This design comes from an exercise in tuning for small area on the open sky130 flow, not from production work.
Function was checked by simulation only, so behaviour that the tests miss may differ from the original.
Power and IR drop assume default switching activity.

Design spark16_core, start of the top module:
module spark16_core (
    input  wire        clk,
    input  wire        rst,           
    input  wire        load,
    input  wire [15:0] load_start,
    input  wire [15:0] load_len,
    output reg         mem_valid,
    output reg         mem_we,
    output reg  [15:0] mem_addr,
    output reg  [15:0] mem_wdata,
    input  wire        mem_ready,
    input  wire [15:0] mem_rdata,
    output wire        halted,
    output wire        faulted,
    output wire [2:0]  fault_kind,
    input  wire [3:0]  dbg_sel,
    output reg  [15:0] dbg_data
);
    localparam [3:0] S_CLR  = 4'd0;    
    localparam [3:0] S_LDP  = 4'd1;    
    localparam [3:0] S_CHK  = 4'd2;    
    localparam [3:0] S_EX1  = 4'd3;    
    localparam [3:0] S_EXJ  = 4'd4;    
    localparam [3:0] S_EXL  = 4'd5;    
    localparam [3:0] S_EXR  = 4'd6;    
    localparam [3:0] S_EXP  = 4'd7;    
    localparam [3:0] S_FET  = 4'd8;
    localparam [3:0] S_DEC  = 4'd9;
    localparam [3:0] S_MEM  = 4'd10;
    localparam [3:0] S_ROT  = 4'd11;
    localparam [3:0] S_DONE = 4'd12;
    reg [15:0] rf [1:7];
    reg [15:0] pc, sp, pe, ps;
    reg        fz, fc, fn, fv;
    reg [15:0] ir;
    reg [3:0]  aux;           
    reg        psv;           
    reg        c;             
    reg        ic;            
    reg        gt, all1;      
    reg [3:0]  cnt;
    reg [3:0]  state;
    wire done;
    assign halted     = done & aux[3];
    assign fault_kind = done ? aux[2:0] : 3'd0;
    assign faulted    = done & (aux[2:0] != 3'd0);
    wire pass = ~state[3];
    assign done = (state == S_DONE);
    wire t0   = (cnt == 4'd0);
    wire [3:0] op   = ir[15:12];
    wire [2:0] f    = ir[2:0];
    wire [3:0] sub  = ir[11:8];
    wire [2:0] esel = ir[7:5];
    wire op0 = (op == 4'h0);
    wire op1 = (op == 4'h1);
    wire opF = (op == 4'hF);
    wire is_sh   = op0 & f[2] & f[1];
    wire is_shl  = is_sh & ~f[0];
    wire is_ldr  = op1 & (f == 3'd0);
    wire is_str  = op1 & (f == 3'd1);
    wire is_cmp  = op1 & (f == 3'd2);
  ...
==> flow/config.mk <==
export PLATFORM = sky130hd
export DESIGN_NAME = spark16_core
export DESIGN_NICKNAME = spark16_core
export VERILOG_FILES = /design/flow/design.v
export SDC_FILE = /design/flow/constraint.sdc
export NUM_CORES = 4
export LEC_CHECK = 0
export CAP_MARGIN = 20
export CORE_MARGIN = 2
export CORE_UTILIZATION = 60
export CTS_BUF_LIST = sky130_fd_sc_hd__clkbuf_16
export CTS_CLUSTER_DIAMETER = 120
export CTS_CLUSTER_SIZE = 24
export SLEW_MARGIN = 20
==> flow/constraint.sdc <==
create_clock -name core_clock -period 10.0 [get_ports {clk}]
set_input_delay 2.0000 -clock core_clock [delete_from_list [all_inputs] [get_ports {clk}]]
set_output_delay 2.0000 -clock core_clock [all_outputs]
set_load 0.01 [all_outputs]
standard.sh (not shown) runs the stock make flow with config.mk's settings and CLKGATE_MAP_FILE= SYNTH_SCRIPT=/design/flow/synth_recipe.tcl, a recipe that flattens the netlist after the stock synthesis.
==> flow/flow/run.sh <==
#!/bin/bash
# Own layout flow: the standard layout (standard.sh, ORFS synthesis to finish) with two
# changes that only affect how the layout is made:
#  - synthesis: synth_recipe.tcl unchanged, except that Yosys's abc call (the mapping of the
#    combinational logic, after the registers are mapped) uses the area-oriented script
#    flow/abc_area.script instead of ORFS's speed script;
#  - the port buffers that global placement inserts use the smallest buffer cell.
# Every tool's output goes to standard_flow.log here; ORFS's own logs are under orfs/logs.
set -euo pipefail
W=$(pwd)
{
  cat <<EOT
proc abc {args} {
  set out {}
  set skip 0
  foreach a \$args {
    if {\$skip} { lappend out $W/flow/abc_area.script; set skip 0; continue }
    if {\$a eq "-script"} { lappend out \$a; set skip 1; continue }
    lappend out \$a
  }
  yosys abc {*}\$out
}
EOT
  cat synth_recipe.tcl
} > own_synth.tcl
bash standard.sh "SYNTH_SCRIPT=$W/own_synth.tcl" \
  "BUFFER_PORTS_ARGS=-buffer_cell sky130_fd_sc_hd__buf_1" finish > standard_flow.log 2>&1
==> flow/flow/abc_area.script <==
strash
&get -n
&fraig -x
&put
scorr
dc2
strash
&get -n
&dch -f
&nf -R 1000
&st
&dch -f
&nf -R 1000
&put
Change:
--- a/flow/design.v
+++ b/flow/design.v
@@ -29,23 +29,22 @@
     localparam [3:0] S_MEM  = 4'd10;
     localparam [3:0] S_ROT  = 4'd11;
     localparam [3:0] S_DONE = 4'd12;
     reg [15:0] rf [1:7];
     reg [15:0] pc, sp, pe, ps;
     reg        fz, fc, fn, fv;
     reg [15:0] ir;
     reg [3:0]  aux;           
     reg        psv;           
     reg        c;             
     reg        ic;            
-    reg        gt, all1;      
     reg [3:0]  cnt;
     reg [3:0]  state;
     wire done;
     assign halted     = done & aux[3];
     assign fault_kind = done ? aux[2:0] : 3'd0;
     assign faulted    = done & (aux[2:0] != 3'd0);
     wire pass = ~state[3];
     assign done = (state == S_DONE);
     wire t0   = (cnt == 4'd0);
     wire [3:0] op   = ir[15:12];
     wire [2:0] f    = ir[2:0];
@@ -264,23 +263,23 @@
             2'd1: pc_in = inc_o;
             2'd2: pc_in = r;
             default: pc_in = b;
         endcase
         case (sps)
             2'd0: sp_in = sp[0];
             2'd1: sp_in = inc_o;
             2'd2: sp_in = r;
             default: sp_in = ~t0;
         endcase
     end
-    wire chk_bad = ~c | (ic ? ~all1 : gt);
+    wire chk_bad = ~c | (ic ? ~aux[1] : aux[0]);
     wire moob    = ic & pc[0];
     always @* begin
         mem_valid = 1'b0;
         mem_we    = 1'b0;
         mem_addr  = pc;
         mem_wdata = rm;
         if (state == S_FET) begin
             mem_valid = ~chk_bad & ~moob;
         end else if (state == S_MEM) begin
             mem_valid = 1'b1;
             mem_we    = mem_wr;
@@ -317,26 +316,22 @@
             ps <= load_start;
     end
     always @(posedge clk) begin
         if (accept & ~mem_we)
             ir <= mem_rdata;
     end
     always @(posedge clk) begin
         if (pass) begin
             c  <= cout;
             ic <= ic_n;
         end
-        if (state == S_CHK) begin
-            gt   <= (inc_o ^ pe[0]) ? inc_o : (gt & ~t0);
-            all1 <= pe[0] & (all1 | t0);
-        end
     end
     wire t15 = (cnt == 4'd15);
     always @(posedge clk) begin
         case (flm)
             3'd1, 3'd2: begin
                 fz <= (fz | t0) & ~r;
                 if (t15) begin
                     fn <= r;
                     fc <= (flm == 3'd1) & (cout ^ subm);
                     fv <= (flm == 3'd1) & (cin ^ cout);
                 end
@@ -369,38 +364,43 @@
             state   <= S_LDP;
             cnt     <= 4'd0;
             psv     <= 1'b1;
         end else begin
             if (pass | (rot & ~rot_end))
                 cnt <= cnt + 4'd1;
             else
                 cnt <= 4'd0;
             case (state)
                 S_CLR, S_LDP, S_EXJ, S_EXL, S_EXR, S_EXP:
                     if (t15) state <= S_CHK;
-                S_CHK:
+                S_CHK: begin
+                    aux[0] <= (inc_o ^ pe[0]) ? inc_o : (aux[0] & ~t0);
+                    aux[1] <= pe[0] & (aux[1] | t0);
+                    aux[2] <= (aux[2] & ~sp[0]) | t0;      
+                    aux[3] <= (aux[3] | t0) & sp[0];       
                     if (t15) state <= S_FET;
+                end
                 S_FET: begin
                     if (chk_bad) begin
                         aux     <= 4'd3;
                         state   <= S_DONE;
                     end else if (moob) begin
                         aux     <= 4'd2;
                         state   <= S_DONE;
                     end else if (mem_ready)
                         state <= S_DEC;
                 end
                 S_DEC: begin
                     aux    <= is_sh ? rm[3:0] :
-                              {((is_push | is_call) & (sp[15:1] == 15'd0)) |
-                              ((is_pop | is_ret) & (sp == 16'hFFFF)), ir[11:9]};
+                              {((is_push | is_call) & aux[2]) |
+                              ((is_pop | is_ret) & aux[3]), ir[11:9]};
                     state  <= S_EX1;
                 end
                 S_EX1:
                     if (t15) begin
                         if (fk != 3'd0) begin
                             aux     <= {1'b0, fk};
                             state   <= S_DONE;
                         end else if (is_halt) begin
                             aux    <= 4'b1000;
                             state  <= S_DONE;
                         end else if (is_sh & nz)
Result: Area after synthesis falls by about 0.7%; synthesized cell count rises by 0.44%; worst hold slack gets better by 11 ps; total power rises by about 0.9%; cell area falls by 0.36%; setup slack gets better by 82 ps; sequential power is about the same; clock-buffer cell count is unchanged; critical path depth rises by 1.

[separate check: timing with driven ports]
The flow's constraints put no driver on any port. The routed layouts listed below were extracted and timed again, unchanged, in two steps. Step 1 (the two cells are an assumption about what drives the block):
set clk [get_ports {clk}]
set_driving_cell -lib_cell sky130_fd_sc_hd__clkbuf_16 $clk
set_driving_cell -lib_cell sky130_fd_sc_hd__buf_2 [delete_from_list [all_inputs] $clk]
Step 2 moves the port delays by t, midway between the first and last clock arrival at a register: inputs arrive t later, outputs are due t later. That takes back most of the time a late clock gives input paths. Three values: no drivers, after step 1, after step 2; two values: the first two.
run | t, ns | slack for setup (ns) | worst data-port slew with drivers (ns) | cell pins on the clock port's net
the first run | 0.517 | 1.940 / 1.940 / 1.940 | 0.04 | 1
the second run | 0.517 | 2.022 / 2.022 / 2.022 | 0.04 | 1
After both steps every run listed still meets setup and hold.
